Source: an optimization exercise on an open RTL-to-GDS flow (aim: small area). Production flows keep margins and buffers that such runs may drop. Only simulation tests tie the RTL to the original design; equivalence was not proved. Power figures rest on the tool's default switching activity, not on a simulated workload.

==> design/flow/design.v <==
module ftservo_tx_framer (
    input  wire       clk,
    input  wire       rst,
    input  wire       tx_start,
    input  wire [7:0] tx_id,
    input  wire [7:0] tx_instr,
    input  wire [7:0] tx_k,
    output wire       tx_busy,
    input  wire       tx_pvalid,
    input  wire [7:0] tx_pdata,
    output wire       tx_pready,
    output reg        tx_ovalid,
    output reg  [7:0] tx_odata,
    input  wire       tx_oready,
    output wire       tx_done,
    output wire       tx_err
);
    localparam [3:0] S_IDLE  = 4'b0000,
                     S_DONE  = 4'b0010,
                     S_DERR  = 4'b0011,
                     S_HDR0  = 4'b1000,
                     S_HDR1  = 4'b1001,
                     S_ID    = 4'b1010,
                     S_CSUM  = 4'b1011,
                     S_LEN   = 4'b1100,
                     S_INSTR = 4'b1101,
                     S_PARAM = 4'b1110;
    reg [3:0] st;
    reg [7:0] acc;       
    reg [7:0] instr_q;
    reg [7:0] cnt;       
    assign tx_busy   = st[3];
    assign tx_done   = ~st[3] & st[1];
    assign tx_err    = st[0];
    assign tx_pready = (st == S_PARAM) & tx_oready;
    always @(*) begin
        tx_ovalid = st[3];
        case (st)
            S_ID:    tx_odata = acc;
            S_LEN:   tx_odata = cnt;
            S_INSTR: tx_odata = instr_q;
            S_PARAM: begin tx_ovalid = tx_pvalid; tx_odata = tx_pdata; end
            S_CSUM:  tx_odata = ~acc;
            default: tx_odata = 8'hFF;
        endcase
    end
    wire fire = tx_ovalid & tx_oready;
    wire take = ~st[3] & tx_start;
    wire too_long = tx_k > 8'd244;
    wire       add = fire & (st == S_LEN || st == S_INSTR || st == S_PARAM);
    wire [7:0] addend = tx_odata & {8{add}};
    reg  [8:0] acy;
    reg  [7:0] acc_sum;
    integer i;
    always @(*) begin
        acy[0] = 1'b0;
        for (i = 0; i < 8; i = i + 1) begin
            acc_sum[i] = acc[i] ^ addend[i] ^ acy[i];
            acy[i+1]   = (acc[i] & addend[i]) | (acy[i] & (acc[i] ^ addend[i]));
        end
    end
    wire       inc = fire & (st == S_HDR0 || st == S_HDR1 || st == S_PARAM);
    wire       inv = fire & (st == S_LEN);
    reg  [7:0] ccy;
    integer j;
    always @(*) begin
        ccy[0] = inc;
        for (j = 1; j < 8; j = j + 1)
            ccy[j] = ccy[j-1] & cnt[j-1];
    end
    wire [7:0] cnt_step = cnt ^ (ccy | {8{inv}});
    always @(posedge clk) begin
        acc <= take ? tx_id : acc_sum;
        cnt <= take ? tx_k : cnt_step;
        if (take)
            instr_q <= tx_instr;
    end
    always @(posedge clk) begin
        if (rst) begin
            st <= S_IDLE;
        end else if (~st[3]) begin
            if (tx_start)
                st <= too_long ? S_DERR : S_HDR0;
            else
                st <= S_IDLE;
        end else if (fire) begin
            case (st)
                S_HDR0:  st <= S_HDR1;
                S_HDR1:  st <= S_ID;
                S_ID:    st <= S_LEN;
                S_LEN:   st <= S_INSTR;
                S_INSTR: st <= (cnt == 8'd253) ? S_CSUM : S_PARAM;
                S_PARAM: st <= (cnt == 8'd252) ? S_CSUM : S_PARAM;
                default: st <= S_DONE;
            endcase
        end
    end
endmodule
module ftservo_rx_receiver (
    input  wire       clk,
    input  wire       rst,
    input  wire       rx_start,
    input  wire [7:0] rx_xid,
    input  wire       rx_any,
    input  wire       rx_bvalid,
    input  wire [7:0] rx_bdata,
    input  wire       rx_timeout,
    input  wire       rx_rderr,
    output wire       rx_active,
    output reg        rx_pvalid,
    output reg  [7:0] rx_pdata,
    output wire       rx_done,
    output wire [3:0] rx_result,
    output wire [7:0] rx_pkt_id,
    output wire [7:0] rx_pkt_err,
    output wire [7:0] rx_pkt_count
);
    localparam [3:0] SC_IDLE  = 4'b0000,
                     SC_OK    = 4'b0100,
                     SC_FAIL  = 4'b0101,
                     SC_TOUT  = 4'b0110,
                     SC_CORR  = 4'b0111,
                     SC_EMPTY = 4'b1000,    
                     SC_FF1   = 4'b1001,    
                     SC_FF2   = 4'b1010,    
                     SC_ID    = 4'b1100,    
                     SC_ERR   = 4'b1101,    
                     SC_BODY1 = 4'b1110,    
                     SC_BODY  = 4'b1111;    
    reg [3:0] sc;
    reg [7:0] x_q;       
    reg       any_q;
    reg [7:0] err_q;
    reg [7:0] cnt_q;     
    reg [7:0] rem;       
    reg [7:0] sum;       
    assign rx_active    = sc[3];
    assign rx_done      = ~sc[3] & sc[2];
    assign rx_result    = {1'b0, sc[1] | sc[0], sc[1], sc[1] & sc[0]};
    assign rx_pkt_id    = x_q;
    assign rx_pkt_err   = err_q;
    assign rx_pkt_count = cnt_q;
    wire       is_ff   = (rx_bdata == 8'hFF);
    wire       id_ok   = any_q | (rx_bdata == x_q);
    wire       len_bad = (rx_bdata < 8'd2) | (rx_bdata > 8'd246);
    wire       last    = (rem == 8'd1);
    wire       body    = (sc == SC_BODY1) | (sc == SC_BODY);
    wire       take    = ~sc[3] & rx_start;
    wire       byte_in = sc[3] & rx_bvalid & ~rx_timeout & ~rx_rderr;
    wire [7:0] addend = rx_bdata & {8{byte_in}};
    reg  [8:0] scy;
    reg  [7:0] sum_b;
    integer i;
    always @(*) begin
        scy[0] = 1'b0;
        for (i = 0; i < 8; i = i + 1) begin
            sum_b[i] = sum[i] ^ addend[i] ^ scy[i];
            scy[i+1] = (sum[i] & addend[i]) | (scy[i] & (sum[i] ^ addend[i]));
        end
    end
    wire clr = byte_in & (sc == SC_EMPTY || sc == SC_FF1 || (sc == SC_FF2 && !id_ok));
    wire       dec = byte_in & (sc == SC_ERR || body);
    reg  [7:0] rbw;
    integer j;
    always @(*) begin
        rbw[0] = dec;
        for (j = 1; j < 8; j = j + 1)
            rbw[j] = rbw[j-1] & ~rem[j-1];
    end
    wire [7:0] rem_dec = rem ^ rbw;
    always @(posedge clk) begin
        rx_pdata <= rx_bdata;
        sum      <= clr ? 8'h00 : sum_b;
        rem      <= (byte_in && sc == SC_ID) ? rx_bdata : rem_dec;
    end
    always @(posedge clk) begin
        if (take) begin
            x_q   <= rx_xid;
            any_q <= rx_any;
        end else if (byte_in && sc == SC_FF2 && id_ok) begin
            x_q   <= rx_bdata;
        end
    end
    always @(posedge clk) begin
        if (byte_in && sc == SC_BODY1)
            cnt_q <= rem_dec;
        if (byte_in && sc == SC_ERR)
            err_q <= rx_bdata;
    end
    always @(posedge clk) begin
        if (rst) begin
            sc        <= SC_IDLE;
            rx_pvalid <= 1'b0;
        end else begin
            rx_pvalid <= byte_in && body && !last;
            if (!sc[3]) begin
                sc <= rx_start ? SC_EMPTY : SC_IDLE;
            end else if (rx_timeout) begin
                sc <= SC_TOUT;
            end else if (rx_rderr) begin
                sc <= SC_FAIL;
            end else if (rx_bvalid) begin
                case (sc)
                    SC_EMPTY: sc <= is_ff ? SC_FF1 : SC_EMPTY;
                    SC_FF1:   sc <= is_ff ? SC_FF2 : SC_EMPTY;
                    SC_FF2:   sc <= id_ok ? SC_ID : (is_ff ? SC_FF2 : SC_EMPTY);
                    SC_ID:    sc <= len_bad ? SC_CORR : SC_ERR;
                    SC_ERR:   sc <= SC_BODY1;
                    default:  sc <= !last ? SC_BODY : (sum_b == 8'hFF) ? SC_OK : SC_CORR;
                endcase
            end
        end
    end
endmodule
module ftservo_word_unit (
    input  wire        clk,
    input  wire        rst,
    input  wire        w_valid,
    input  wire [2:0]  w_op,
    input  wire [7:0]  w_a,
    input  wire [7:0]  w_b,
    input  wire [7:0]  w_c,
    input  wire [31:0] w_opa,
    output reg         w_done,
    output reg  [31:0] w_result
);
    wire        e = w_c[0];
    wire [3:0]  s = w_b[3:0];
    wire [15:0] v16 = w_opa[15:0];
    wire [15:0] sbit = 16'd1 << s;
    wire op_make = (w_op == 3'd0);
    wire op_lo   = (w_op == 3'd1);
    wire op_hi   = (w_op == 3'd2);
    wire to_host = (w_op == 3'd3);
    wire to_dev  = (w_op == 3'd4);
    wire sign_op = to_host | to_dev;
    wire neg_d   = to_dev & w_opa[31];
    wire neg     = (to_host & |(v16 & sbit)) | neg_d;
    wire sel_lo = (op_lo & ~e) | (op_hi & e);
    wire sel_hi = (op_lo & e) | (op_hi & ~e);
    wire [31:0] y = {w_opa[31:16] & {16{to_dev}}, v16[15:8] & {8{sign_op}} & ~(sbit[15:8] & {8{to_host}}), v16[7:0] & {8{sign_op | sel_lo}} & ~(sbit[7:0] & {8{to_host}})};
    reg [31:0] flip;
    integer i;
    always @(*) begin
        flip[0] = 1'b0;
        for (i = 1; i < 32; i = i + 1)
            flip[i] = flip[i-1] | (neg & y[i-1]);
    end
    wire [7:0] byte0 = ({8{op_make & ~e}} & w_a) | ({8{op_make & e}} & w_b)
                     | ({8{sel_hi}} & v16[15:8]);
    wire [7:0] byte1 = ({8{op_make & ~e}} & w_b) | ({8{op_make & e}} & w_a);
    wire [31:0] result_d = (y ^ flip) | {16'h0000, sbit & {16{neg_d}}} | {16'h0000, byte1, byte0};
    always @(posedge clk) begin
        if (rst)
            w_done <= 1'b0;
        else
            w_done <= w_valid;
        w_result <= result_d;
    end
endmodule
module ftservo_codec (
    input  wire        clk,
    input  wire        rst,
    input  wire        tx_start,
    input  wire [7:0]  tx_id,
    input  wire [7:0]  tx_instr,
    input  wire [7:0]  tx_k,
    output wire        tx_busy,
    input  wire        tx_pvalid,
    input  wire [7:0]  tx_pdata,
    output wire        tx_pready,
    output wire        tx_ovalid,
    output wire [7:0]  tx_odata,
    input  wire        tx_oready,
    output wire        tx_done,
    output wire        tx_err,
    input  wire        rx_start,
    input  wire [7:0]  rx_xid,
    input  wire        rx_any,
    input  wire        rx_bvalid,
    input  wire [7:0]  rx_bdata,
    input  wire        rx_timeout,
    input  wire        rx_rderr,
    output wire        rx_active,
    output wire        rx_pvalid,
    output wire [7:0]  rx_pdata,
    output wire        rx_done,
    output wire [3:0]  rx_result,
    output wire [7:0]  rx_pkt_id,
    output wire [7:0]  rx_pkt_err,
    output wire [7:0]  rx_pkt_count,
    input  wire        w_valid,
    input  wire [2:0]  w_op,
    input  wire [7:0]  w_a,
    input  wire [7:0]  w_b,
    input  wire [7:0]  w_c,
    input  wire [31:0] w_opa,
    output wire        w_done,
    output wire [31:0] w_result
);
    ftservo_tx_framer u_tx (
        .clk(clk), .rst(rst),
        .tx_start(tx_start), .tx_id(tx_id), .tx_instr(tx_instr), .tx_k(tx_k),
        .tx_busy(tx_busy),
        .tx_pvalid(tx_pvalid), .tx_pdata(tx_pdata), .tx_pready(tx_pready),
        .tx_ovalid(tx_ovalid), .tx_odata(tx_odata), .tx_oready(tx_oready),
        .tx_done(tx_done), .tx_err(tx_err)
    );
    ftservo_rx_receiver u_rx (
        .clk(clk), .rst(rst),
        .rx_start(rx_start), .rx_xid(rx_xid), .rx_any(rx_any),
        .rx_bvalid(rx_bvalid), .rx_bdata(rx_bdata),
        .rx_timeout(rx_timeout), .rx_rderr(rx_rderr),
        .rx_active(rx_active), .rx_pvalid(rx_pvalid), .rx_pdata(rx_pdata),
        .rx_done(rx_done), .rx_result(rx_result),
        .rx_pkt_id(rx_pkt_id), .rx_pkt_err(rx_pkt_err), .rx_pkt_count(rx_pkt_count)
    );
    ftservo_word_unit u_word (
        .clk(clk), .rst(rst),
        .w_valid(w_valid), .w_op(w_op), .w_a(w_a), .w_b(w_b), .w_c(w_c), .w_opa(w_opa),
        .w_done(w_done), .w_result(w_result)
    );
endmodule
==> design/flow/flow/run.sh <==
#!/bin/bash
# Own layout flow: the standard layout (standard.sh) with three changes:
#  - synthesis maps the logic with an area-oriented ABC script
#    (flow/abc_area.script, used through ABC_AREA=1 from a copy of the
#    ORFS scripts folder; everything else in synthesis is unchanged);
#  - the port buffers are the smallest buffer cell;
#  - the clock tree is built from small clock buffers without dummy loads.
# Each step's full output is kept in this folder (ORFS's own per-step logs
# are under orfs/logs).
set -euo pipefail
rm -rf synth_scripts
cp -r "$FLOW_HOME/scripts" synth_scripts
cp flow/abc_area.script synth_scripts/abc_area.script
SCRIPTS_DIR="$PWD/synth_scripts" bash standard.sh synth > synth_make.log 2>&1
export BUFFER_PORTS_ARGS="-buffer_cell sky130_fd_sc_hd__buf_1"
export CTS_ARGS="-sink_clustering_enable -repair_clock_nets -dont_use_dummy_load -root_buf sky130_fd_sc_hd__clkbuf_8 -buf_list sky130_fd_sc_hd__clkbuf_4"
export RECOVER_POWER="${RECOVER_POWER:-100}"
bash standard.sh > layout_make.log 2>&1
==> design/flow/flow/abc_area.script <==
strash
&get -n
&st
&dch
&nf -R 1000
&put
topo
stime -c
==> design/flow/standard.sh <==
#!/bin/bash
# synth_recipe.tcl (not shown) runs the flow's synth.tcl, then flattens the netlist and writes it again
# the make line also repeats each setting of config.mk as NAME=value (left out here)
make -C /OpenROAD-flow-scripts/flow DESIGN_CONFIG=/design/flow/config.mk WORK_HOME=/design/flow/orfs CLKGATE_MAP_FILE= SYNTH_SCRIPT=/design/flow/synth_recipe.tcl "${@:-finish}"
==> design/flow/config.mk <==
export PLATFORM = sky130hd
export DESIGN_NAME = ftservo_codec
export DESIGN_NICKNAME = ftservo_codec
export VERILOG_FILES = /design/flow/design.v
export SDC_FILE = /design/flow/constraint.sdc
export NUM_CORES = 4
export LEC_CHECK = 0
export ABC_AREA = 1
export CAP_MARGIN = 20
export CORE_AREA = 5 5 125 125
export DIE_AREA = 0 0 130 130
export SLEW_MARGIN = 20
==> design/flow/constraint.sdc <==
create_clock -name core_clock -period 10.0 [get_ports {clk}]
set_input_delay 2.0000 -clock core_clock [delete_from_list [all_inputs] [get_ports {clk}]]
set_output_delay 2.0000 -clock core_clock [all_outputs]
set_load 0.01 [all_outputs]
==> flow_summary.rst, run 1 <==
.. list-table::
   :header-rows: 1

   * - Metric
     - Value
   * - Outcome
     - finished clean
   * - Net count reported at finish
     - 1,012
   * - Number of buffers added for setup after CTS
     - 0
   * - Internal power
     - between 600 and 700 uW
   * - Post-synth design cell area
     - approximately 5900 um2
   * - Yosys warning count
     - 3
   * - Most used cell along the critical path
     - sky130_fd_sc_hd__a21oi_1
   * - Family with the most delay on the worst path
     - simple AND/OR/NAND/NOR gates
   * - Max frequency
     - 123.9 MHz
   * - Number of DRC violations after detailed routing
     - 0
   * - CTS sink count
     - 115
   * - Startpoint-to-endpoint class of the critical path
     - primary input to flop
   * - Root buf cell
     - sky130_fd_sc_hd__clkbuf_8
   * - Largest driver fanout on the critical path
     - 23
   * - WP data required
     - approximately 10 ns
   * - Post-detailed-route count of antenna-violating nets
     - 0
   * - Flops & latches, synth
     - 115
   * - Fraction of the yosys area taken by sequential cells
     - 0.4478
   * - Buffers & Inverters on Critical Path
     - 2
   * - Max clock buf depth
     - 2
   * - Number of endpoints with negative hold slack in the final report
     - 0
   * - Iter 0 DRT Violations
     - 580
   * - CTS tree
     - yes
   * - Number of antenna repair diodes
     - 0
   * - Switching share of total power
     - 0.2969
   * - Total wire length
     - between 15,000 and 20,000 um
   * - Power density cells
     - 140.7 nW/um2
   * - Core box area
     - 13,990 um2
   * - Kind of capture point of the worst setup path
     - flop
   * - Initial antenna violation count
     - 0
   * - Switching power
     - 293.3 uW
   * - Number of distinct library cells after synthesis
     - 45
   * - Worst Path Arrival
     - 8.37 ns
   * - Global-route wire length before repair
     - 26,850 um
   * - Leakage
     - 0.002454 uW
   * - Routability-driven placement congestion ratio
     - 0.8605
   * - Maximum ir drop on the vdd rail
     - 0.00008474 V
   * - Via Count
     - 5,731
   * - Post-cts gate resize count
     - 0
   * - Fraction of registers with async set/reset
     - 0
   * - Overall fraction of global-route tracks in use
     - 0.2011
   * - Slowest cell delay on critical path
     - 0.57 ns
   * - Number of vias per cell after detailed routing
     - 5.453
   * - Sequential share of power
     - 0.568
   * - Length of the first detailed-routing pass in iterations
     - 6
   * - Setup repair after global routing missed its margin
     - false
   * - Min-Delay Path Class
     - flop to flop
   * - Leading area contributor after synthesis
     - sky130_fd_sc_hd__dfxtp_1
   * - Overall die area
     - 16,900 um2
   * - Initial standard-cell utilization of the core
     - 0.4203
   * - Horiz. Die Dim
     - 130 um
   * - Number of nets in the synthesized netlist
     - 793
   * - # fillers
     - 1,402
   * - Latest clock arrival within the worst-skew pair
     - 0.41 ns
   * - Cells after DPL
     - 1,034
   * - Detail Placement HPWL
     - ~13,000 um
   * - Non-filler instance count after layout
     - 1,051
   * - Met2 global-route usage
     - 0.3303
   * - Category of the worst setup path launch point
     - primary input
   * - Clk network pwr share
     - 0.229
   * - Final worst clock skew
     - 0.02879 ns
   * - Height of the chip
     - 130 um
   * - Period utilisation layout
     - 0.8068
   * - Top_reg_cell synth
     - sky130_fd_sc_hd__dfxtp_1
   * - Pin count of the biggest net entering global routing
     - 24
   * - Share of cells above drive strength 1
     - 0.02985
   * - Total clock buffers created by CTS
     - 17
   * - Instance count of the mapped netlist
     - ~650
   * - Gr busiest metal
     - met2
   * - Minimum clock period
     - ~8.1 ns
   * - Met3 track demand over resource
     - 0.05035
   * - Aggregate global routing overflow
     - 0
   * - Part of the total power dissipated in combinational logic
     - 0.203
   * - Max-slew headroom at the worst pin
     - 0.3054
   * - Actual transition at the worst max-transition pin
     - 1.041 ns
   * - Most area-consuming cells after synthesis
     - sky130_fd_sc_hd__dfxtp_1 (28%), sky130_fd_sc_hd__edfxtp_1 (17%), sky130_fd_sc_hd__nand2_1 (7.2%)
   * - Number of placement rows
     - 43
   * - Syn-to-layout area delta
     - 19.43%
   * - Number of global-route vias before repair
     - 5,538
   * - Proportion of netlist area held by the largest area contributor
     - 0.2792
   * - Number of max-slew violations in the final report
     - 0
   * - H-tree depth
     - 4
   * - Met1 Usage GRT
     - 0.2603
   * - Number of maximum-capacitance constraint violations
     - 0
   * - Total of buffers placed on input and output ports
     - a little under 200
   * - Average cell area after synthesis
     - 8.990 um2
   * - Count of flip-flops with a built-in enable after synthesis
     - 33
   * - I/O pin cnt
     - 203
   * - Clock slew seen by the registers of the worst setup and hold paths
     - 0.07 ns
   * - Final setup violation count
     - 0
   * - Setup TNS Final
     - 0 ns
   * - Critical-path top delay cell
     - sky130_fd_sc_hd__or2_0
   * - Average routed wire per standard cell
     - 16.02 um
   * - Hold buffer count at CTS
     - 0
## worst min-delay path, stage by stage, from the launching register on
cell and delay [ns]:
sky130_fd_sc_hd__dfxtp_1 0.39, sky130_fd_sc_hd__nand2_1 0.09, sky130_fd_sc_hd__a21oi_1 0.05
## cell families after synthesis
group / count (synthesis) / share of synthesized area
and+or+nand+nor: 295 / 0.2349
AOI/OAI and AO/OA: 140 / 0.1562
other: 1 / 0.0006378
muxes: 10 / 0.01915
xor gates and xnor gates: 40 / 0.05959
DFF: 115 / 0.4478
buffers and inverters: 32 / 0.02171
adders and majority gates: 21 / 0.06001
## metrics by stage
step / total power, uW / cell area, um2 / worst slack, ns / util / hold WS (ns)
2_1_floorplan: 692.0 / 5879 / 2.637 / - / 0.4931
3_3_place_gp: 765.7 / 6895 / 2.091 / 0.4929 / 0.5539
3_5_place_dp: 772.2 / 6900 / 1.925 / 0.4933 / 0.5527
4_1_cts: 1005 / 7034 / 2.314 / 0.5029 / 0.5629
5_1_grt: 1054 / 7022 / 1.191 / 0.5020 / 0.5984
6_report: 987.8 / 7022 / 1.932 / 0.5020 / 0.5820
## power groups by stage
stage | sequential (uW) | combinational [uW] | clock (uW)
final | 561 | 201 | 226
after global routing | 568 | 227 | 259
after CTS | 561 | 203 | 241
after detailed placement | 572 | 201 | 0
after global placement | 570 | 195 | 0
after floorplan | 576 | 116 | 0
## layout make-up
class | instances | area [um2] | share of cell area
tap | 180 | 225.2 | 0.03207
inverter | 30 | 112.6 | 0.01604
clock buffer | 17 | 133.9 | 0.01907
sequential | 115 | 2633 | 0.3749
multi-input combinational | 507 | 3137 | 0.4467
timing repair buffer | 202 | 780.7 | 0.1112
## registers in the layout, indices dropped and copies added, names as in the netlist
signal and flops:
u_rx.rem 8, u_rx.cnt_q 8, u_tx.acc 8, u_word.w_done 1, u_rx.err_q 8, u_tx.instr_q 8
u_rx.any_q 1, u_word.w_result 32, u_rx.rx_pdata 8, u_rx.sc 4, u_rx.sum 8, u_tx.st 4
u_rx.rx_pvalid 1, u_rx.x_q 8, u_tx.cnt 8
## cells in the mapped netlist, drive strengths merged, types with 2 or more instances
cell type	count
nor4	8
mux2	10
ha	9
buf	2
dfxtp	82
nor2	75
a22oi	11
xnor2	18
nor4bb	2
o211ai	2
and4	4
nor3	11
a221oi	3
edfxtp	33
nand2b	7
a21boi	2
nor2b	9
a211oi	11
nor3b	9
a21o	3
xor2	22
a32oi	2
a21oi	39
nor4b	3
nand2	112
fa	12
nand4	8
o21bai	3
nand3	22
or3	3
and2	13
a222oi	20
and3	5
clkinv	30
a31oi	6
o21ai	34
## cell usage in the layout, fill, tap and decap left out, types with 16 or more instances in the layout
cell type | Yosys | routed
sky130_fd_sc_hd__nor2_1 | 75 | 75
sky130_fd_sc_hd__a222oi_1 | 20 | 20
sky130_fd_sc_hd__nand3_1 | 22 | 22
sky130_fd_sc_hd__edfxtp_1 | 33 | 33
sky130_fd_sc_hd__clkbuf_4 | 0 | 16
sky130_fd_sc_hd__o21ai_0 | 34 | 34
sky130_fd_sc_hd__nand2_1 | 112 | 112
sky130_fd_sc_hd__a21oi_1 | 39 | 39
sky130_fd_sc_hd__dfxtp_1 | 82 | 82
sky130_fd_sc_hd__buf_1 | 0 | 183
sky130_fd_sc_hd__xor2_1 | 22 | 22
sky130_fd_sc_hd__clkinv_1 | 30 | 30
sky130_fd_sc_hd__xnor2_1 | 18 | 18
## layer usage
layer  routed length [um]  vias up  part of all wire
met4                  303        0             0.018
met2                 8066      256              0.48
met1                 7014     2658              0.42
li1                     -     2788                 -
met3                 1456       29             0.086
met5                    0        -                 0
## worst paths after layout
kind                            endpoint  slack (ns)               startpoint  cells after the start
min              u_rx.sc[1]$_SDFFE_PP0P_        0.58  u_rx.sc[1]$_SDFFE_PP0P_                      2
max          u_word.w_result[31]$_DFF_P_        1.93                  w_op[2]                     30
min reg2reg      u_rx.sc[1]$_SDFFE_PP0P_        0.58  u_rx.sc[1]$_SDFFE_PP0P_                      2
max reg2reg      u_rx.sc[0]$_SDFFE_PP0P_        4.56    u_rx.sc[3]$_SDFF_PP0_                     21
==> run 2, diff against run 1 <==
==> design/flow/flow/run.sh (replaced) <==
#!/bin/bash
# Own layout flow: the standard layout (standard.sh) with three changes:
#  - synthesis maps the logic with an area-oriented ABC script
#    (flow/abc_area.script: deep AIG resynthesis, then area mapping; used
#    through ABC_AREA=1 from a copy of the
#    ORFS scripts folder; everything else in synthesis is unchanged);
#  - the port buffers are the smallest buffer cell;
#  - the clock tree is built from small clock buffers without dummy loads.
# Each step's full output is kept in this folder (ORFS's own per-step logs
# are under orfs/logs).
set -euo pipefail
rm -rf synth_scripts
cp -r "$FLOW_HOME/scripts" synth_scripts
cp flow/abc_area.script synth_scripts/abc_area.script
SCRIPTS_DIR="$PWD/synth_scripts" bash standard.sh synth > synth_make.log 2>&1
export BUFFER_PORTS_ARGS="-buffer_cell sky130_fd_sc_hd__buf_1"
export CTS_ARGS="-sink_clustering_enable -repair_clock_nets -dont_use_dummy_load -root_buf sky130_fd_sc_hd__clkbuf_8 -buf_list sky130_fd_sc_hd__clkbuf_8 -sink_clustering_size 24"
export RECOVER_POWER="${RECOVER_POWER:-100}"
bash standard.sh > layout_make.log 2>&1
==> design/flow/flow/abc_area.script (replaced) <==
strash
&get -n
&deepsyn -J 100 -T 120
&st
&dch
&nf -R 1000
&put
topo
stime -c
==> flow_summary.rst, run 2 <==
.. list-table::
   :header-rows: 1

   * - Metric
     - Value
   * - Initial antenna violation count
     - 0 (unchanged)
   * - Setup repair after global routing missed its margin
     - false (unchanged)
   * - Global-route wire length before repair
     - 25,920 um (was 26,850 um)
   * - Startpoint of the most critical setup path
     - w_op[0] (was w_op[2])
   * - Final setup violation count
     - 0 (unchanged)
   * - Number of distinct library cells after synthesis
     - 42 (was 45)
   * - Register-to-Register Path Depth
     - 18 (was 21)
   * - Routability-driven placement congestion ratio
     - 0.9140 (was 0.8605)
   * - Largest register FFs
     - 32 (unchanged)
   * - Number of maximum-capacitance constraint violations
     - 0 (unchanged)
   * - PnR Total Power
     - 1069 uW (was 987.8 uW)
   * - Largest driver fanout on the critical path
     - 9 (was 23)
   * - Aggregate global routing overflow
     - 0 (unchanged)
   * - Post-cts gate resize count
     - 0 (unchanged)
   * - Total wire length
     - 16,400 um (was 16,840 um)
   * - Power density cells
     - 153.8 nW/um2 (was 140.7 nW/um2)
   * - Syn-to-layout area delta
     - 21.33% (was 19.43%)
   * - H-tree depth
     - 4 (unchanged)
   * - Net count reported at finish
     - 997 (was 1,012)
   * - Number of endpoints with negative hold slack in the final report
     - 0 (unchanged)
   * - Fraction of the yosys area taken by sequential cells
     - 0.4599 (was 0.4478)
   * - Most frequent cell after synthesis
     - sky130_fd_sc_hd__nand2_1 (unchanged)
   * - Fraction of registers with async set/reset
     - 0 (unchanged)
   * - Number of antenna repair diodes
     - 0 (unchanged)
   * - Worst flop-to-flop path startpoint
     - u_rx.sc[3]$_SDFF_PP0_ (unchanged)
   * - Category of the worst setup path launch point
     - primary input (unchanged)
   * - Max frequency
     - 114.4 MHz (was 123.9 MHz)
   * - Average cell area after synthesis
     - 8.930 um2 (was 8.990 um2)
   * - Share of cells above drive strength 1
     - 0.02804 (was 0.02985)
   * - Worst Path Arrival
     - 9.11 ns (was 8.37 ns)
   * - Outcome
     - finished clean (unchanged)
   * - Average routed wire per standard cell
     - 15.83 um (was 16.02 um)
   * - Height of the chip
     - 130 um (unchanged)
   * - Hold buffer count at CTS
     - 0 (unchanged)
   * - CTS sink count
     - 115 (unchanged)
   * - Horiz. Die Dim
     - 130 um (unchanged)
   * - Number of global-route vias before repair
     - 5,370 (was 5,538)
   * - Kind of capture point of the worst setup path
     - flop (unchanged)
   * - Number of nets in the synthesized netlist
     - 780 (was 793)
   * - Number of max-slew violations in the final report
     - 0 (unchanged)
   * - Number of placement rows
     - 43 (unchanged)
   * - Min-Delay Path Class
     - flop to flop (unchanged)
   * - WP data required
     - 10.36 ns (was 10.30 ns)
   * - Critical-path top delay cell
     - sky130_fd_sc_hd__o21ai_0 (was sky130_fd_sc_hd__or2_0)
   * - Pin count of the biggest net entering global routing
     - 31 (was 24)
   * - Total clock buffers created by CTS
     - 17 (unchanged)
   * - Maximum ir drop on the vdd rail
     - 0.00007158 V (was 0.00008474 V)
   * - Post-synth design cell area
     - 5724 um2 (was 5879 um2)
   * - Top_reg_cell synth
     - sky130_fd_sc_hd__dfxtp_1 (unchanged)
   * - Endpoint, Worst Hold
     - u_rx.sc[1]$_SDFFE_PP0P_ (unchanged)
   * - Period utilisation layout
     - 0.8742 (was 0.8068)
   * - Leakage
     - 0.002486 uW (was 0.002454 uW)
   * - Setup TNS Final
     - 0 ns (unchanged)
   * - Largest register by flop count
     - u_word.w_result (unchanged)
   * - Root buf cell
     - sky130_fd_sc_hd__clkbuf_8 (unchanged)
   * - Initial standard-cell utilization of the core
     - 0.4092 (was 0.4203)
   * - Iter 0 DRT Violations
     - 448 (was 580)
   * - Most used cell along the critical path
     - sky130_fd_sc_hd__nand2_1 (was sky130_fd_sc_hd__a21oi_1)
   * - Actual transition at the worst max-transition pin
     - 1.153 ns (was 1.041 ns)
   * - Proportion of netlist area held by the largest area contributor
     - 0.2868 (was 0.2792)
   * - Instance count of the mapped netlist
     - 641 (was 654)
   * - CTS tree
     - yes (unchanged)
   * - Length of the first detailed-routing pass in iterations
     - 7 (was 6)
   * - Slowest cell delay on critical path
     - 0.53 ns (was 0.57 ns)
   * - Capturing point of the worst reg2reg path
     - u_rx.sc[1]$_SDFFE_PP0P_ (was u_rx.sc[0]$_SDFFE_PP0P_)
   * - Total of buffers placed on input and output ports
     - 194 (unchanged)
   * - # fillers
     - 1,393 (was 1,402)
   * - Detail Placement HPWL
     - 12,530 um (was 12,750 um)
   * - Core box area
     - 13,990 um2 (unchanged)
   * - Count of flip-flops with a built-in enable after synthesis
     - 33 (unchanged)
   * - Startpoint-to-endpoint class of the critical path
     - primary input to flop (unchanged)
   * - Clock slew seen by the registers of the worst setup and hold paths
     - 0.07 ns (about the same)
   * - Depth of the worst hold-timing path
     - 2 (unchanged)
   * - Most frequent standard cell in the layout excluding fill and tap cells
     - sky130_fd_sc_hd__buf_1 (unchanged)
   * - Overall die area
     - 16,900 um2 (unchanged)
   * - Max-slew headroom at the worst pin
     - 0.2235 (was 0.3054)
   * - Final worst clock skew
     - 0.02136 ns (was 0.02879 ns)
   * - Overall fraction of global-route tracks in use
     - 0.1940 (was 0.2011)
   * - Number of buffers added for setup after CTS
     - 0 (unchanged)
   * - Post-detailed-route count of antenna-violating nets
     - 0 (unchanged)
   * - Leading area contributor after synthesis
     - sky130_fd_sc_hd__dfxtp_1 (unchanged)
   * - Yosys warning count
     - 3 (unchanged)
   * - Flops & latches, synth
     - 115 (unchanged)
   * - Source of the worst hold timing path
     - u_rx.sc[1]$_SDFFE_PP0P_ (unchanged)
   * - Number of DRC violations after detailed routing
     - 0 (unchanged)
   * - Latest clock arrival within the worst-skew pair
     - 0.43 ns (was 0.41 ns)
   * - Setup slack of the most critical reg-to-reg path
     - 4.69 ns (was 4.56 ns)
   * - I/O pin cnt
     - 203 (unchanged)
   * - Commonest cells post-synth
     - sky130_fd_sc_hd__nand2_1 (118), sky130_fd_sc_hd__dfxtp_1 (82), sky130_fd_sc_hd__nor2_1 (71) (was sky130_fd_sc_hd__nand2_1 (112), sky130_fd_sc_hd__dfxtp_1 (82), sky130_fd_sc_hd__nor2_1 (75))
   * - Via Count
     - 5,492 (was 5,731)
   * - Most area-consuming cells after synthesis
     - sky130_fd_sc_hd__dfxtp_1 (29%), sky130_fd_sc_hd__edfxtp_1 (17%), sky130_fd_sc_hd__nand2_1 (7.7%) (was sky130_fd_sc_hd__dfxtp_1 (28%), sky130_fd_sc_hd__edfxtp_1 (17%), sky130_fd_sc_hd__nand2_1 (7.2%))
   * - Minimum clock period
     - 8.742 ns (was 8.068 ns)
   * - Max clock buf depth
     - 2 (unchanged)
   * - Commonest cells after routing, fill and taps aside
     - sky130_fd_sc_hd__buf_1 (185), sky130_fd_sc_hd__nand2_1 (118), sky130_fd_sc_hd__dfxtp_1 (82) (was sky130_fd_sc_hd__buf_1 (183), sky130_fd_sc_hd__nand2_1 (112), sky130_fd_sc_hd__dfxtp_1 (82))
   * - Number of vias per cell after detailed routing
     - 5.301 (was 5.453)
run 2: changes by cell type in the layout (fill, tap and decap cells not counted), sizes merged, moves of 5 or more:
cell and delta:
a211oi -11, nand2b +5, a221oi +5, nor3b -7, clkinv +5, nand2 +6
run 2: final cells by class:
cell class	instances	area, um2	area share
repair buffers	200	769.5	0.1108
clock buffers	17	234.0	0.03369
flip-flops and latches	115	2633	0.3790
inverters	35	131.4	0.01892
multi-input cells	489	2953	0.4251
well taps	180	225.2	0.03243
run 2: routing by layer:
metal	global-route usage	part of all wire
met1	0.2433	0.41
met2	0.3121	0.48
met3	0.06754	0.094
met4	0.06785	0.016
met5	0	0
run 2: cell families after synthesis:
| logic type | synth area share |
|---|---|
| buffers and inverters | 0.02557 |
| XOR/XNOR | 0.06120 |
| AO/OA/AOI/OAI | 0.1580 |
| AND/OR/NAND/NOR | 0.2212 |
| flip-flops | 0.4599 |
| adder cells (fa/ha/maj) | 0.06164 |
| multiplexers | 0.01180 |
| other | 0.0006551 |
run 2: critical path: cells and delay by family:
family / cells / cell delay (ns)
AOI/OAI and AO/OA: 16 / 4.07
xor gates and xnor gates: 1 / 0.15
and+or+nand+nor: 18 / 2.31
buffers and inverters: 2 / 0.53
run 2: worst max path at each step:
stage | slack (ns) | cells past startpoint | endpoint
2_1_floorplan | 2.55 | 36 | u_word.w_result[30]$_DFF_P_
3_3_place_gp | 1.23 | 38 | u_word.w_result[31]$_DFF_P_
3_5_place_dp | 1.14 | 37 | u_word.w_result[30]$_DFF_P_
4_1_cts | 1.60 | 38 | u_word.w_result[31]$_DFF_P_
5_1_grt | 0.61 | 38 | u_word.w_result[31]$_DFF_P_
6_report | 1.26 | 37 | u_word.w_result[30]$_DFF_P_
run 2: through the flow:
step | worst slack, ns | hold WS, ns | cell area [um2] | util | instances
2_1_floorplan | 2.546 | 0.4689 | 5724 | - | 641
3_3_place_gp | 1.233 | 0.5116 | 6714 | 0.4800 | 1019
3_5_place_dp | 1.143 | 0.5247 | 6714 | 0.4800 | 1019
4_1_cts | 1.602 | 0.5339 | 6948 | 0.4967 | 1036
5_1_grt | 0.6124 | 0.5750 | 6945 | 0.4965 | 1036
6_report | 1.258 | 0.5203 | 6945 | 0.4965 | 1036
run 2: power by group:
group          switching (uW)  leakage [uW]  total (uW)  internal, uW
registers                30.4      0.000989         568           538
clock network             154      0.000122         303           149
logic                     120       0.00137         197          77.3
total                     305       0.00249        1070           764
==> run 3, diff against run 2 <==
--- a/design/flow/flow/run.sh
+++ b/design/flow/flow/run.sh
@@ -14,6 +14,6 @@
 cp flow/abc_area.script synth_scripts/abc_area.script
 SCRIPTS_DIR="$PWD/synth_scripts" bash standard.sh synth > synth_make.log 2>&1
 export BUFFER_PORTS_ARGS="-buffer_cell sky130_fd_sc_hd__buf_1"
-export CTS_ARGS="-sink_clustering_enable -repair_clock_nets -dont_use_dummy_load -root_buf sky130_fd_sc_hd__clkbuf_8 -buf_list sky130_fd_sc_hd__clkbuf_8 -sink_clustering_size 24"
+export CTS_ARGS="-sink_clustering_enable -repair_clock_nets -dont_use_dummy_load -root_buf sky130_fd_sc_hd__clkbuf_8 -buf_list sky130_fd_sc_hd__clkbuf_4 -sink_clustering_size 30 -sink_clustering_max_diameter 100"
 export RECOVER_POWER="${RECOVER_POWER:-100}"
 bash standard.sh > layout_make.log 2>&1
==> flow_summary.rst, run 3 <==
.. list-table::
   :header-rows: 1

   * - Metric
     - Value
   * - Outcome
     - finished clean (unchanged)
   * - Net count reported at finish
     - 997 (unchanged)
   * - Detail Placement HPWL
     - 12,530 um (unchanged)
   * - Number of antenna repair diodes
     - 0 (unchanged)
   * - Number of vias per cell after detailed routing
     - 5.347 (was 5.301)
   * - Routability-driven placement congestion ratio
     - 0.9140 (unchanged)
   * - Iter 0 DRT Violations
     - 430 (was 448)
   * - Switching share of total power
     - 0.2970 (was 0.2852)
   * - Number of placement rows
     - 43 (unchanged)
   * - Length of the first detailed-routing pass in iterations
     - 8 (was 7)
   * - Most frequent cell after synthesis
     - sky130_fd_sc_hd__nand2_1 (unchanged)
   * - Power density cells
     - 144.9 nW/um2 (was 153.8 nW/um2)
   * - Family with the most delay on the worst path
     - compound AO/OA/AOI/OAI gates (unchanged)
   * - Clk network pwr share
     - 0.229 (was 0.284)
   * - Overall die area
     - 16,900 um2 (unchanged)
   * - Flops & latches, synth
     - 115 (unchanged)
   * - Number of maximum-capacitance constraint violations
     - 0 (unchanged)
   * - Internal power
     - 697.4 uW (was 763.8 uW)
   * - Largest register FFs
     - 32 (unchanged)
   * - Core box area
     - 13,990 um2 (unchanged)
   * - Setup slack of the most critical reg-to-reg path
     - 4.66 ns (was 4.69 ns)
   * - Depth of the worst hold-timing path
     - 2 (unchanged)
   * - Aggregate global routing overflow
     - 0 (unchanged)
   * - Worst Path Arrival
     - 9.10 ns (was 9.11 ns)
   * - Leakage
     - 0.002445 uW (was 0.002486 uW)
   * - Kind of capture point of the worst setup path
     - flop (unchanged)
   * - Actual transition at the worst max-transition pin
     - 1.147 ns (was 1.153 ns)
   * - Syn-to-layout area delta
     - 19.58% (was 21.33%)
   * - Min-Delay Path Class
     - flop to flop (unchanged)
   * - Most frequent standard cell in the layout excluding fill and tap cells
     - sky130_fd_sc_hd__buf_1 (unchanged)
   * - Horiz. Die Dim
     - 130 um (unchanged)
   * - Post-cts gate resize count
     - 0 (unchanged)
   * - Hold buffer count at CTS
     - 0 (unchanged)
   * - Number of distinct library cells after synthesis
     - 42 (unchanged)
   * - Post-synth design cell area
     - 5724 um2 (unchanged)
   * - Register-to-Register Path Depth
     - 18 (unchanged)
   * - Commonest cells after routing, fill and taps aside
     - sky130_fd_sc_hd__buf_1 (185), sky130_fd_sc_hd__nand2_1 (118), sky130_fd_sc_hd__dfxtp_1 (82) (unchanged)
   * - Fraction of registers with async set/reset
     - 0 (unchanged)
   * - Startpoint-to-endpoint class of the critical path
     - primary input to flop (unchanged)
   * - Initial antenna violation count
     - 0 (unchanged)
   * - Number of max-slew violations in the final report
     - 0 (unchanged)
   * - Root buf cell
     - sky130_fd_sc_hd__clkbuf_8 (unchanged)
   * - Critical-path top delay cell
     - sky130_fd_sc_hd__o21ai_0 (unchanged)
   * - Top_reg_cell synth
     - sky130_fd_sc_hd__dfxtp_1 (unchanged)
   * - Average cell area after synthesis
     - 8.930 um2 (unchanged)
   * - I/O pin cnt
     - 203 (unchanged)
   * - Latest clock arrival within the worst-skew pair
     - 0.42 ns (was 0.43 ns)
   * - Number of DRC violations after detailed routing
     - 0 (unchanged)
   * - Overall fraction of global-route tracks in use
     - 0.1937 (was 0.1940)
   * - Sequential share of power
     - 0.572 (was 0.532)
   * - Endpoint, Worst Hold
     - u_rx.sc[1]$_SDFFE_PP0P_ (unchanged)
   * - Initial standard-cell utilization of the core
     - 0.4092 (unchanged)
   * - Height of the chip
     - 130 um (unchanged)
   * - Largest register by flop count
     - u_word.w_result (unchanged)
   * - Count of flip-flops with a built-in enable after synthesis
     - 33 (unchanged)
   * - Hold Slack
     - 0.5246 ns (was 0.5203 ns)
   * - Most area-consuming cells after synthesis
     - sky130_fd_sc_hd__dfxtp_1 (29%), sky130_fd_sc_hd__edfxtp_1 (17%), sky130_fd_sc_hd__nand2_1 (7.7%) (unchanged)
   * - DP Worst Slack
     - 1.143 ns (unchanged)
   * - Clock slew seen by the registers of the worst setup and hold paths
     - 0.09 ns (was 0.07 ns)
   * - Switching power
     - 294.6 uW (was 304.7 uW)
   * - Capturing point of the worst reg2reg path
     - u_rx.sc[1]$_SDFFE_PP0P_ (unchanged)
   * - Commonest cells post-synth
     - sky130_fd_sc_hd__nand2_1 (118), sky130_fd_sc_hd__dfxtp_1 (82), sky130_fd_sc_hd__nor2_1 (71) (unchanged)
   * - Utilization after layout
     - 0.4894 (was 0.4965)
   * - Share of cells above drive strength 1
     - 0.02804 (unchanged)
   * - Number of endpoints with negative hold slack in the final report
     - 0 (unchanged)
   * - PnR Total Power
     - 992.0 uW (was 1069 uW)
   * - Total wire length
     - 16,430 um (was 16,400 um)
   * - Leading area contributor after synthesis
     - sky130_fd_sc_hd__dfxtp_1 (unchanged)
   * - Number of nets in the synthesized netlist
     - 780 (unchanged)
   * - Total clock buffers created by CTS
     - 17 (unchanged)
   * - Via Count
     - 5,540 (was 5,492)
   * - Proportion of netlist area held by the largest area contributor
     - 0.2868 (unchanged)
   * - Max clock buf depth
     - 2 (unchanged)
   * - Pin count of the biggest net entering global routing
     - 31 (unchanged)
   * - Most used cell along the critical path
     - sky130_fd_sc_hd__nand2_1 (unchanged)
   * - Part of the total power dissipated in combinational logic
     - 0.199 (was 0.185)
   * - Final worst clock skew
     - 0.03353 ns (was 0.02136 ns)
   * - Number of buffers added for setup after CTS
     - 0 (unchanged)
   * - Slowest cell delay on critical path
     - 0.54 ns (was 0.53 ns)
   * - Largest driver fanout on the critical path
     - 9 (unchanged)
   * - Maximum ir drop on the vdd rail
     - 0.00006233 V (was 0.00007158 V)
   * - Average routed wire per standard cell
     - 15.85 um (was 15.83 um)
   * - Instance count of the mapped netlist
     - 641 (unchanged)
   * - Yosys warning count
     - 3 (unchanged)
   * - Max-slew headroom at the worst pin
     - 0.2276 (was 0.2235)
   * - Category of the worst setup path launch point
     - primary input (unchanged)
   * - CTS sink count
     - 115 (unchanged)
   * - H-tree depth
     - 4 (unchanged)
   * - CTS tree
     - yes (unchanged)
   * - Final setup violation count
     - 0 (unchanged)
   * - Setup repair after global routing missed its margin
     - false (unchanged)
   * - Total of buffers placed on input and output ports
     - 194 (unchanged)
   * - Post-detailed-route count of antenna-violating nets
     - 0 (unchanged)
   * - Crit path setup slack, layout
     - 1.238 ns (was 1.258 ns)
   * - Source of the worst hold timing path
     - u_rx.sc[1]$_SDFFE_PP0P_ (unchanged)
   * - Minimum clock period
     - 8.762 ns (was 8.742 ns)
   * - Global-route wire length before repair
     - 25,940 um (was 25,920 um)
   * - Max frequency
     - 114.1 MHz (was 114.4 MHz)
   * - Buffers & Inverters on Critical Path
     - 2 (unchanged)
   * - Fraction of the yosys area taken by sequential cells
     - 0.4599 (unchanged)
   * - Number of global-route vias before repair
     - 5,377 (was 5,370)
   * - WP data required
     - 10.34 ns (was 10.36 ns)
   * - Period utilisation layout
     - 0.8762 (was 0.8742)
   * - Worst flop-to-flop path startpoint
     - u_rx.sc[3]$_SDFF_PP0_ (unchanged)
   * - Setup TNS Final
     - 0 ns (unchanged)
-- run 3: cell counts after synthesis --
No cell type changed its count.
-- run 3: through the flow --
stage,std cells,cell area (um2)
3_5_place_dp,1019,6714
6_report,1036,6845
3_3_place_gp,1019,6714
4_1_cts,1036,6848
2_1_floorplan,641,5724
5_1_grt,1036,6845
-- run 3: layout make-up --
class	count	area [um2]
fill	1410	7143
multi-input combinational	489	2953
sequential	115	2633
timing repair buffer	200	769.5
tap	180	225.2
clock buffer	17	133.9
inverter	35	131.4
-- run 3: worst max path at each step --
stage | cells past startpoint | end | start
2_1_floorplan | 36 | u_word.w_result[30]$_DFF_P_ | w_b[1]
3_3_place_gp | 38 | u_word.w_result[31]$_DFF_P_ | w_op[0]
3_5_place_dp | 37 | u_word.w_result[30]$_DFF_P_ | w_op[0]
4_1_cts | 38 | u_word.w_result[31]$_DFF_P_ | w_op[0]
5_1_grt | 38 | u_word.w_result[31]$_DFF_P_ | w_op[0]
6_report | 38 | u_word.w_result[31]$_DFF_P_ | w_op[0]
-- run 3: power groups by stage --
stage / combinational (uW) / sequential [uW] / clock [uW]
2_1_floorplan: 113 / 582 / 0
3_3_place_gp: 194 / 576 / 0
3_5_place_dp: 198 / 578 / 0
4_1_cts: 199 / 568 / 240
5_1_grt: 224 / 574 / 260
6_report: 197 / 567 / 227
-- run 3: worst register-to-register path: stages, from the launching register on --
cell	delay, ns
sky130_fd_sc_hd__dfxtp_1	0.45
sky130_fd_sc_hd__nand2b_1	0.13
sky130_fd_sc_hd__nor2_1	0.21
sky130_fd_sc_hd__and2_0	0.51
sky130_fd_sc_hd__nand2_1	0.15
sky130_fd_sc_hd__fa_1	0.41
sky130_fd_sc_hd__fa_1	0.43
sky130_fd_sc_hd__fa_1	0.42
sky130_fd_sc_hd__fa_1	0.40
sky130_fd_sc_hd__clkinv_1	0.07
sky130_fd_sc_hd__fa_1	0.16
sky130_fd_sc_hd__clkinv_1	0.08
sky130_fd_sc_hd__fa_1	0.49
sky130_fd_sc_hd__nor4b_1	0.36
sky130_fd_sc_hd__nand3_1	0.13
sky130_fd_sc_hd__or3_1	0.34
sky130_fd_sc_hd__and4b_1	0.20
sky130_fd_sc_hd__o21ai_0	0.17
sky130_fd_sc_hd__a21oi_1	0.09
-- run 3: logic make-up after synthesis --
family,count (synthesis),synth area share
AO/OA/AOI/OAI,137,0.1580
flip-flops,115,0.4599
other,1,0.0006551
adder cells (fa/ha/maj),21,0.06164
buffers and inverters,37,0.02557
XOR/XNOR,40,0.06120
AND/OR/NAND/NOR,284,0.2212
multiplexers,6,0.01180
-- run 3: metal layers --
metal | GRT usage | vias up | wire length [um]
met5 | 0 | - | 0
met4 | 0.07885 | 0 | 287
met3 | 0.05894 | 21 | 1437
met2 | 0.3127 | 247 | 7831
met1 | 0.2425 | 2568 | 6868
li1 | - | 2704 | -
==> run 4, diff against run 3 <==
--- a/design/flow/flow/run.sh
+++ b/design/flow/flow/run.sh
@@ -14,6 +14,6 @@
 cp flow/abc_area.script synth_scripts/abc_area.script
 SCRIPTS_DIR="$PWD/synth_scripts" bash standard.sh synth > synth_make.log 2>&1
 export BUFFER_PORTS_ARGS="-buffer_cell sky130_fd_sc_hd__buf_1"
-export CTS_ARGS="-sink_clustering_enable -repair_clock_nets -dont_use_dummy_load -root_buf sky130_fd_sc_hd__clkbuf_8 -buf_list sky130_fd_sc_hd__clkbuf_4 -sink_clustering_size 30 -sink_clustering_max_diameter 100"
+export CTS_ARGS="-sink_clustering_enable -repair_clock_nets -dont_use_dummy_load -root_buf sky130_fd_sc_hd__clkbuf_8 -buf_list sky130_fd_sc_hd__clkbuf_4 -sink_buffer_max_cap_derate 1.0"
 export RECOVER_POWER="${RECOVER_POWER:-100}"
 bash standard.sh > layout_make.log 2>&1
==> flow_summary.rst, run 4 <==
.. list-table::
   :header-rows: 1

   * - Metric
     - Value
   * - WP data required
     - 10.34 ns (about the same)
   * - Fraction of registers with async set/reset
     - 0 (unchanged)
   * - Share of cells above drive strength 1
     - 0.02804 (unchanged)
   * - Proportion of netlist area held by the largest area contributor
     - 0.2868 (unchanged)
   * - Number of global-route vias before repair
     - 5,377 (unchanged)
   * - Total of buffers placed on input and output ports
     - 194 (unchanged)
   * - Instance count of the mapped netlist
     - 641 (unchanged)
   * - Post-synth design cell area
     - 5724 um2 (unchanged)
   * - Aggregate global routing overflow
     - 0 (unchanged)
   * - Number of DRC violations after detailed routing
     - 0 (unchanged)
   * - Kind of capture point of the worst setup path
     - flop (unchanged)
   * - Most frequent cell after synthesis
     - sky130_fd_sc_hd__nand2_1 (unchanged)
   * - Max-slew headroom at the worst pin
     - 0.2276 (unchanged)
   * - Sequential share of power
     - 0.572 (about the same)
   * - Count of flip-flops with a built-in enable after synthesis
     - 33 (unchanged)
   * - Maximum ir drop on the vdd rail
     - 0.00006233 V (unchanged)
   * - Flops & latches, synth
     - 115 (unchanged)
   * - Average routed wire per standard cell
     - 15.85 um (unchanged)
   * - Net count reported at finish
     - 997 (unchanged)
   * - Leading area contributor after synthesis
     - sky130_fd_sc_hd__dfxtp_1 (unchanged)
   * - Power density cells
     - 144.9 nW/um2 (unchanged)
   * - Via Count
     - 5,540 (unchanged)
   * - Detail Placement HPWL
     - 12,530 um (unchanged)
   * - Fin area
     - 6845 um2 (unchanged)
   * - CTS sink count
     - 115 (unchanged)
   * - I/O pin cnt
     - 203 (unchanged)
   * - Max clock buf depth
     - 2 (unchanged)
   * - Number of vias per cell after detailed routing
     - 5.347 (unchanged)
   * - Actual transition at the worst max-transition pin
     - 1.147 ns (unchanged)
   * - Most frequent standard cell in the layout excluding fill and tap cells
     - sky130_fd_sc_hd__buf_1 (unchanged)
   * - Largest register by flop count
     - u_word.w_result (unchanged)
   * - Clock slew seen by the registers of the worst setup and hold paths
     - 0.09 ns (about the same)
   * - Post-detailed-route count of antenna-violating nets
     - 0 (unchanged)
   * - Initial standard-cell utilization of the core
     - 0.4092 (unchanged)
   * - CTS tree
     - yes (unchanged)
   * - Hold buffer count at CTS
     - 0 (unchanged)
   * - H-tree depth
     - 4 (unchanged)
   * - Internal power
     - 697.4 uW (unchanged)
   * - Critical-path top delay cell
     - sky130_fd_sc_hd__o21ai_0 (unchanged)
   * - Root buf cell
     - sky130_fd_sc_hd__clkbuf_8 (unchanged)
   * - Final setup violation count
     - 0 (unchanged)
   * - Overall fraction of global-route tracks in use
     - 0.1937 (unchanged)
   * - Minimum clock period
     - 8.762 ns (unchanged)
   * - Commonest cells after routing, fill and taps aside
     - sky130_fd_sc_hd__buf_1 (185), sky130_fd_sc_hd__nand2_1 (118), sky130_fd_sc_hd__dfxtp_1 (82) (unchanged)
   * - Slowest cell delay on critical path
     - 0.54 ns (about the same)
   * - Hold Slack
     - 0.5246 ns (unchanged)
   * - Outcome
     - finished clean (unchanged)
   * - Most area-consuming cells after synthesis
     - sky130_fd_sc_hd__dfxtp_1 (29%), sky130_fd_sc_hd__edfxtp_1 (17%), sky130_fd_sc_hd__nand2_1 (7.7%) (unchanged)
   * - Iter 0 DRT Violations
     - 430 (unchanged)
   * - Top_reg_cell synth
     - sky130_fd_sc_hd__dfxtp_1 (unchanged)
   * - Max frequency
     - 114.1 MHz (unchanged)
   * - Commonest cells post-synth
     - sky130_fd_sc_hd__nand2_1 (118), sky130_fd_sc_hd__dfxtp_1 (82), sky130_fd_sc_hd__nor2_1 (71) (unchanged)
   * - Setup repair after global routing missed its margin
     - false (unchanged)
   * - Horiz. Die Dim
     - 130 um (unchanged)
   * - Global-route wire length before repair
     - 25,940 um (unchanged)
   * - Overall die area
     - 16,900 um2 (unchanged)
   * - Average cell area after synthesis
     - 8.930 um2 (unchanged)
   * - Number of antenna repair diodes
     - 0 (unchanged)
   * - Min-Delay Path Class
     - flop to flop (unchanged)
   * - Clk network pwr share
     - 0.229 (about the same)
   * - Part of the total power dissipated in combinational logic
     - 0.199 (about the same)
   * - Number of max-slew violations in the final report
     - 0 (unchanged)
   * - Final worst clock skew
     - 0.03353 ns (unchanged)
   * - Cells after DPL
     - 1,019 (unchanged)
   * - Length of the first detailed-routing pass in iterations
     - 8 (unchanged)
   * - Setup TNS Final
     - 0 ns (unchanged)
   * - Number of nets in the synthesized netlist
     - 780 (unchanged)
   * - Switching share of total power
     - 0.2970 (unchanged)
   * - Height of the chip
     - 130 um (unchanged)
   * - Number of placement rows
     - 43 (unchanged)
   * - Category of the worst setup path launch point
     - primary input (unchanged)
   * - Leakage
     - 0.002445 uW (unchanged)
   * - Total cell area at the placement stage
     - 6714 um2 (unchanged)
   * - Non-filler instance count after layout
     - 1,036 (unchanged)
   * - Largest register FFs
     - 32 (unchanged)
   * - Initial antenna violation count
     - 0 (unchanged)
   * - Total wire length
     - 16,430 um (unchanged)
   * - Latest clock arrival within the worst-skew pair
     - 0.42 ns (about the same)
   * - Core box area
     - 13,990 um2 (unchanged)
   * - Yosys warning count
     - 3 (unchanged)
   * - Number of distinct library cells after synthesis
     - 42 (unchanged)
   * - Largest driver fanout on the critical path
     - 9 (unchanged)
   * - Number of maximum-capacitance constraint violations
     - 0 (unchanged)
   * - Switching power
     - 294.6 uW (unchanged)
   * - Number of buffers added for setup after CTS
     - 0 (unchanged)
   * - Number of endpoints with negative hold slack in the final report
     - 0 (unchanged)
   * - Most used cell along the critical path
     - sky130_fd_sc_hd__nand2_1 (unchanged)
   * - Fraction of the yosys area taken by sequential cells
     - 0.4599 (unchanged)
   * - Syn-to-layout area delta
     - 19.58% (unchanged)
   * - Routability-driven placement congestion ratio
     - 0.9140 (unchanged)
   * - Total clock buffers created by CTS
     - 17 (unchanged)
   * - Post-cts gate resize count
     - 0 (unchanged)
   * - Period utilisation layout
     - 0.8762 (unchanged)
   * - Worst Path Arrival
     - 9.10 ns (about the same)
   * - Startpoint-to-endpoint class of the critical path
     - primary input to flop (unchanged)
   * - Pin count of the biggest net entering global routing
     - 31 (unchanged)
-- run 4: cell counts after synthesis --
Identical to the previous run, type by type.
-- run 4: cells by family after synthesis --
kind of cell | share of synthesized area
simple gates | 0.2212
compound gates | 0.1580
flops | 0.4599
xor+xnor | 0.06120
buf+inv | 0.02557
fa+ha+maj | 0.06164
mux | 0.01180
other cells | 0.0006551
-- run 4: per-stage QoR --
stage,setup slack [ns],util,power [uW]
floorplan,2.546,-,694.8
global placement,1.233,0.4800,770.0
detailed placement,1.143,0.4800,775.5
CTS,1.590,0.4895,1007
global route,0.5934,0.4894,1058
finish,1.238,0.4894,992.0
-- run 4: final timing paths --
check | start | endpoint | slack [ns] | cells past startpoint
hold reg to reg | u_rx.sc[1]$_SDFFE_PP0P_ | u_rx.sc[1]$_SDFFE_PP0P_ | 0.52 | 2
setup reg to reg | u_rx.sc[3]$_SDFF_PP0_ | u_rx.sc[1]$_SDFFE_PP0P_ | 4.66 | 18
setup / recovery | w_op[0] | u_word.w_result[31]$_DFF_P_ | 1.24 | 38
hold / removal | u_rx.sc[1]$_SDFFE_PP0P_ | u_rx.sc[1]$_SDFFE_PP0P_ | 0.52 | 2
-- run 4: metal layers --
metal  part of all wire  track usage  wire length (um)  vias to the layer above
li1                   -            -                 -                     2704
met1               0.42       0.2425              6868                     2568
met2               0.48       0.3127              7831                      247
met3              0.087      0.05894              1437                       21
met4              0.017      0.07885               287                        0
met5                  0            0                 0                        -
-- run 4: area by class of cell --
class	instances	area, um2
flip-flops and latches	115	2633
inverters	35	131.4
repair buffers	200	769.5
fillers	1410	7143
multi-input cells	489	2953
well taps	180	225.2
clock buffers	17	133.9
-- run 4: power by group through the flow --
stage | Combinational, uW | Clock [uW] | Sequential [uW]
detailed placement | 198 | 0 | 578
global placement | 194 | 0 | 576
floorplan | 113 | 0 | 582
finish | 197 | 227 | 567
CTS | 199 | 240 | 568
global route | 224 | 260 | 574
-- run 4: critical path: cells and delay by family --
| family | cells | cell delay [ns] |
|---|---|---|
| compound gates | 17 | 4.15 |
| buf+inv | 2 | 0.54 |
| simple gates | 19 | 2.36 |
==> run 5, diff against run 4 <==
--- a/design/flow/flow/run.sh
+++ b/design/flow/flow/run.sh
@@ -14,6 +14,6 @@
 cp flow/abc_area.script synth_scripts/abc_area.script
 SCRIPTS_DIR="$PWD/synth_scripts" bash standard.sh synth > synth_make.log 2>&1
 export BUFFER_PORTS_ARGS="-buffer_cell sky130_fd_sc_hd__buf_1"
-export CTS_ARGS="-sink_clustering_enable -repair_clock_nets -dont_use_dummy_load -root_buf sky130_fd_sc_hd__clkbuf_8 -buf_list sky130_fd_sc_hd__clkbuf_4 -sink_buffer_max_cap_derate 1.0"
+export CTS_ARGS="-repair_clock_nets -dont_use_dummy_load -root_buf sky130_fd_sc_hd__clkbuf_8 -buf_list sky130_fd_sc_hd__clkbuf_4"
 export RECOVER_POWER="${RECOVER_POWER:-100}"
 bash standard.sh > layout_make.log 2>&1
==> flow_summary.rst, run 5 <==
.. list-table::
   :header-rows: 1

   * - Metric
     - Value
   * - Period utilisation layout
     - 0.8762 (unchanged)
   * - Commonest cells post-synth
     - sky130_fd_sc_hd__nand2_1 (118), sky130_fd_sc_hd__dfxtp_1 (82), sky130_fd_sc_hd__nor2_1 (71) (unchanged)
   * - Number of buffers added for setup after CTS
     - 0 (unchanged)
   * - Iter 0 DRT Violations
     - 430 (unchanged)
   * - Leading area contributor after synthesis
     - sky130_fd_sc_hd__dfxtp_1 (unchanged)
   * - Max frequency
     - 114.1 MHz (unchanged)
   * - Number of vias per cell after detailed routing
     - 5.347 (unchanged)
   * - Hold buffer count at CTS
     - 0 (unchanged)
   * - Worst Path Arrival
     - 9.10 ns (about the same)
   * - Largest register by flop count
     - u_word.w_result (unchanged)
   * - Maximum ir drop on the vdd rail
     - 0.00006233 V (unchanged)
   * - Instance count of the mapped netlist
     - 641 (unchanged)
   * - Number of maximum-capacitance constraint violations
     - 0 (unchanged)
   * - Largest register FFs
     - 32 (unchanged)
   * - Overall fraction of global-route tracks in use
     - 0.1937 (unchanged)
   * - Yosys warning count
     - 3 (unchanged)
   * - Overall die area
     - 16,900 um2 (unchanged)
   * - Routability-driven placement congestion ratio
     - 0.9140 (unchanged)
   * - Final worst clock skew
     - 0.03353 ns (unchanged)
   * - Via Count
     - 5,540 (unchanged)
   * - Average routed wire per standard cell
     - 15.85 um (unchanged)
   * - Fraction of the yosys area taken by sequential cells
     - 0.4599 (unchanged)
   * - Outcome
     - finished clean (unchanged)
   * - Number of distinct library cells after synthesis
     - 42 (unchanged)
   * - Total clock buffers created by CTS
     - 17 (unchanged)
   * - Minimum clock period
     - 8.762 ns (unchanged)
   * - Number of global-route vias before repair
     - 5,377 (unchanged)
   * - Number of max-slew violations in the final report
     - 0 (unchanged)
   * - Power density cells
     - 144.9 nW/um2 (unchanged)
   * - Most frequent standard cell in the layout excluding fill and tap cells
     - sky130_fd_sc_hd__buf_1 (unchanged)
   * - Aggregate global routing overflow
     - 0 (unchanged)
   * - Initial antenna violation count
     - 0 (unchanged)
   * - Most area-consuming cells after synthesis
     - sky130_fd_sc_hd__dfxtp_1 (29%), sky130_fd_sc_hd__edfxtp_1 (17%), sky130_fd_sc_hd__nand2_1 (7.7%) (unchanged)
   * - CTS sink count
     - 115 (unchanged)
   * - Initial standard-cell utilization of the core
     - 0.4092 (unchanged)
   * - Number of antenna repair diodes
     - 0 (unchanged)
   * - Setup TNS Final
     - 0 ns (unchanged)
   * - Final setup violation count
     - 0 (unchanged)
   * - Number of DRC violations after detailed routing
     - 0 (unchanged)
   * - Pin count of the biggest net entering global routing
     - 31 (unchanged)
   * - Flops & latches, synth
     - 115 (unchanged)
   * - Length of the first detailed-routing pass in iterations
     - 8 (unchanged)
   * - CTS tree
     - yes (unchanged)
   * - Total of buffers placed on input and output ports
     - 194 (unchanged)
   * - Total wire length
     - 16,430 um (unchanged)
   * - Sum of met3 wire segment lengths after detailed routing
     - 1437 um (unchanged)
   * - Number of endpoints with negative hold slack in the final report
     - 0 (unchanged)
   * - Average cell area after synthesis
     - 8.930 um2 (unchanged)
   * - Syn-to-layout area delta
     - 19.58% (unchanged)
   * - Wire length on met2
     - 7831 um (unchanged)
   * - Setup repair after global routing missed its margin
     - false (unchanged)
   * - Slowest cell delay on critical path
     - 0.54 ns (about the same)
   * - Number of placement rows
     - 43 (unchanged)
   * - Number of nets in the synthesized netlist
     - 780 (unchanged)
   * - Top_reg_cell synth
     - sky130_fd_sc_hd__dfxtp_1 (unchanged)
   * - Horiz. Die Dim
     - 130 um (unchanged)
   * - Share of cells above drive strength 1
     - 0.02804 (unchanged)
   * - Min-Delay Path Class
     - flop to flop (unchanged)
   * - Critical-path top delay cell
     - sky130_fd_sc_hd__o21ai_0 (unchanged)
   * - Root buf cell
     - sky130_fd_sc_hd__clkbuf_8 (unchanged)
   * - Utilization after layout
     - 0.4894 (unchanged)
   * - Post-synth design cell area
     - 5724 um2 (unchanged)
   * - Net count reported at finish
     - 997 (unchanged)
   * - Fraction of registers with async set/reset
     - 0 (unchanged)
   * - Detail Placement HPWL
     - 12,530 um (unchanged)
   * - Commonest cells after routing, fill and taps aside
     - sky130_fd_sc_hd__buf_1 (185), sky130_fd_sc_hd__nand2_1 (118), sky130_fd_sc_hd__dfxtp_1 (82) (unchanged)
   * - Latest clock arrival within the worst-skew pair
     - 0.42 ns (about the same)
   * - Actual transition at the worst max-transition pin
     - 1.147 ns (unchanged)
   * - Kind of capture point of the worst setup path
     - flop (unchanged)
   * - Post-cts gate resize count
     - 0 (unchanged)
   * - Category of the worst setup path launch point
     - primary input (unchanged)
   * - Routed length on met1
     - 6868 um (unchanged)
   * - Count of flip-flops with a built-in enable after synthesis
     - 33 (unchanged)
   * - Proportion of netlist area held by the largest area contributor
     - 0.2868 (unchanged)
   * - WP data required
     - 10.34 ns (about the same)
   * - PnR Total Power
     - 992.0 uW (unchanged)
   * - I/O pin cnt
     - 203 (unchanged)
   * - Most frequent cell after synthesis
     - sky130_fd_sc_hd__nand2_1 (unchanged)
   * - Height of the chip
     - 130 um (unchanged)
   * - Most used cell along the critical path
     - sky130_fd_sc_hd__nand2_1 (unchanged)
   * - Highest routing layer actually used
     - met4 (unchanged)
   * - Global-route wire length before repair
     - 25,940 um (unchanged)
   * - Post-detailed-route count of antenna-violating nets
     - 0 (unchanged)
   * - Startpoint-to-endpoint class of the critical path
     - primary input to flop (unchanged)
   * - Core box area
     - 13,990 um2 (unchanged)
   * - Clock slew seen by the registers of the worst setup and hold paths
     - 0.09 ns (about the same)
   * - H-tree depth
     - 4 (unchanged)
   * - Max-slew headroom at the worst pin
     - 0.2276 (unchanged)
   * - Leakage
     - 0.002445 uW (unchanged)
   * - Largest driver fanout on the critical path
     - 9 (unchanged)
   * - Max clock buf depth
     - 2 (unchanged)
[run 5: cell counts after synthesis]
Identical to the previous run, type by type.
[run 5: power by group]
part           switching, uW  internal, uW  total (uW)  leakage [uW]
Combinational            120          77.3         197       0.00137
Clock                    144          83.2         227     0.0000808
Sequential              30.2           537         567      0.000989
[run 5: metrics by stage]
stage	setup slack (ns)	instances	hold slack, ns	instance area [um2]
6_report	1.238	1036	0.5246	6845
5_1_grt	0.5934	1036	0.5784	6845
4_1_cts	1.590	1036	0.5370	6848
3_5_place_dp	1.143	1019	0.5247	6714
3_3_place_gp	1.233	1019	0.5116	6714
2_1_floorplan	2.546	641	0.4689	5724
[run 5: area by class of cell]
cell class	instances	area, um2
Multi-Input combinational cell	489	2953
Sequential cell	115	2633
Fill cell	1410	7143
Timing Repair Buffer	200	769.5
Tap cell	180	225.2
Inverter	35	131.4
Clock buffer	17	133.9
[run 5: cell families (layout without fill, tap and decap cells)]
logic type,Yosys count,in the layout,share of synthesized area
AND/OR/NAND/NOR,284,284,0.2212
AO/OA/AOI/OAI,137,137,0.1580
flip-flops,115,115,0.4599
XOR/XNOR,40,40,0.06120
buffers and inverters,37,252,0.02557
adder cells (fa/ha/maj),21,21,0.06164
multiplexers,6,6,0.01180
other,1,1,0.0006551
[run 5: layer usage]
metal | track usage | vias to the layer above
li1 | - | 2704
met1 | 0.2425 | 2568
met2 | 0.3127 | 247
met3 | 0.05894 | 21
met4 | 0.07885 | 0
met5 | 0 | -
[run 5: worst paths after layout]
path | start | endpoint | slack (ns) | depth (start not counted)
setup / recovery | w_op[0] | u_word.w_result[31]$_DFF_P_ | 1.24 | 38
setup reg to reg | u_rx.sc[3]$_SDFF_PP0_ | u_rx.sc[1]$_SDFFE_PP0P_ | 4.66 | 18
hold / removal | u_rx.sc[1]$_SDFFE_PP0P_ | u_rx.sc[1]$_SDFFE_PP0P_ | 0.52 | 2
hold reg to reg | u_rx.sc[1]$_SDFFE_PP0P_ | u_rx.sc[1]$_SDFFE_PP0P_ | 0.52 | 2
[run 5: critical path, delay by kind of cell]
kind            cells  cell delay [ns]
compound gates     17             4.15
simple gates       19             2.36
buf+inv             2             0.54

==> afterwards: timing with drivers on the ports <==
The results above use ideal ports. As a check the final layouts listed here were re-extracted and re-timed, cells and wires unchanged.
Step 1 (the two cells are an assumption about what drives the block):
set clk [get_ports {clk}]
set_driving_cell -lib_cell sky130_fd_sc_hd__clkbuf_16 $clk
set_driving_cell -lib_cell sky130_fd_sc_hd__buf_2 [delete_from_list [all_inputs] $clk]
Step 2 times the ports against the registers' clock, not the clock port: input delays grow and output delays shrink by t, the midpoint of the rising clock arrivals with the driver on.
Three values: ideal ports, drivers, drivers and shift; two values: the first two.
| run | shift t [ns] | setup WS [ns] | latest minus earliest clock arrival (ns) | worst register clock-pin slew, ns | cell pins on the clock port's net |
|---|---|---|---|---|---|
| run 1 | 0.434 | 1.932 / 1.944 / 1.510 | 0.040 / 0.040 | 0.11 / 0.11 | 1 |
| run 2 | 0.459 | 1.258 / 1.255 / 0.796 | 0.024 / 0.025 | 0.07 / 0.07 | 1 |
| run 3 | 0.433 | 1.238 / 1.235 / 0.801 | 0.041 / 0.041 | 0.11 / 0.11 | 1 |
| run 4 | 0.433 | 1.238 / 1.235 / 0.801 | 0.041 / 0.041 | 0.11 / 0.11 | 1 |
| run 5 | 0.433 | 1.238 / 1.235 / 0.801 | 0.041 / 0.041 | 0.11 / 0.11 | 1 |
After both steps every run listed still meets setup and hold. The setup slack of run 2, which loses most, moves by -0.003 ns with the drivers and by -0.462 ns with both steps.
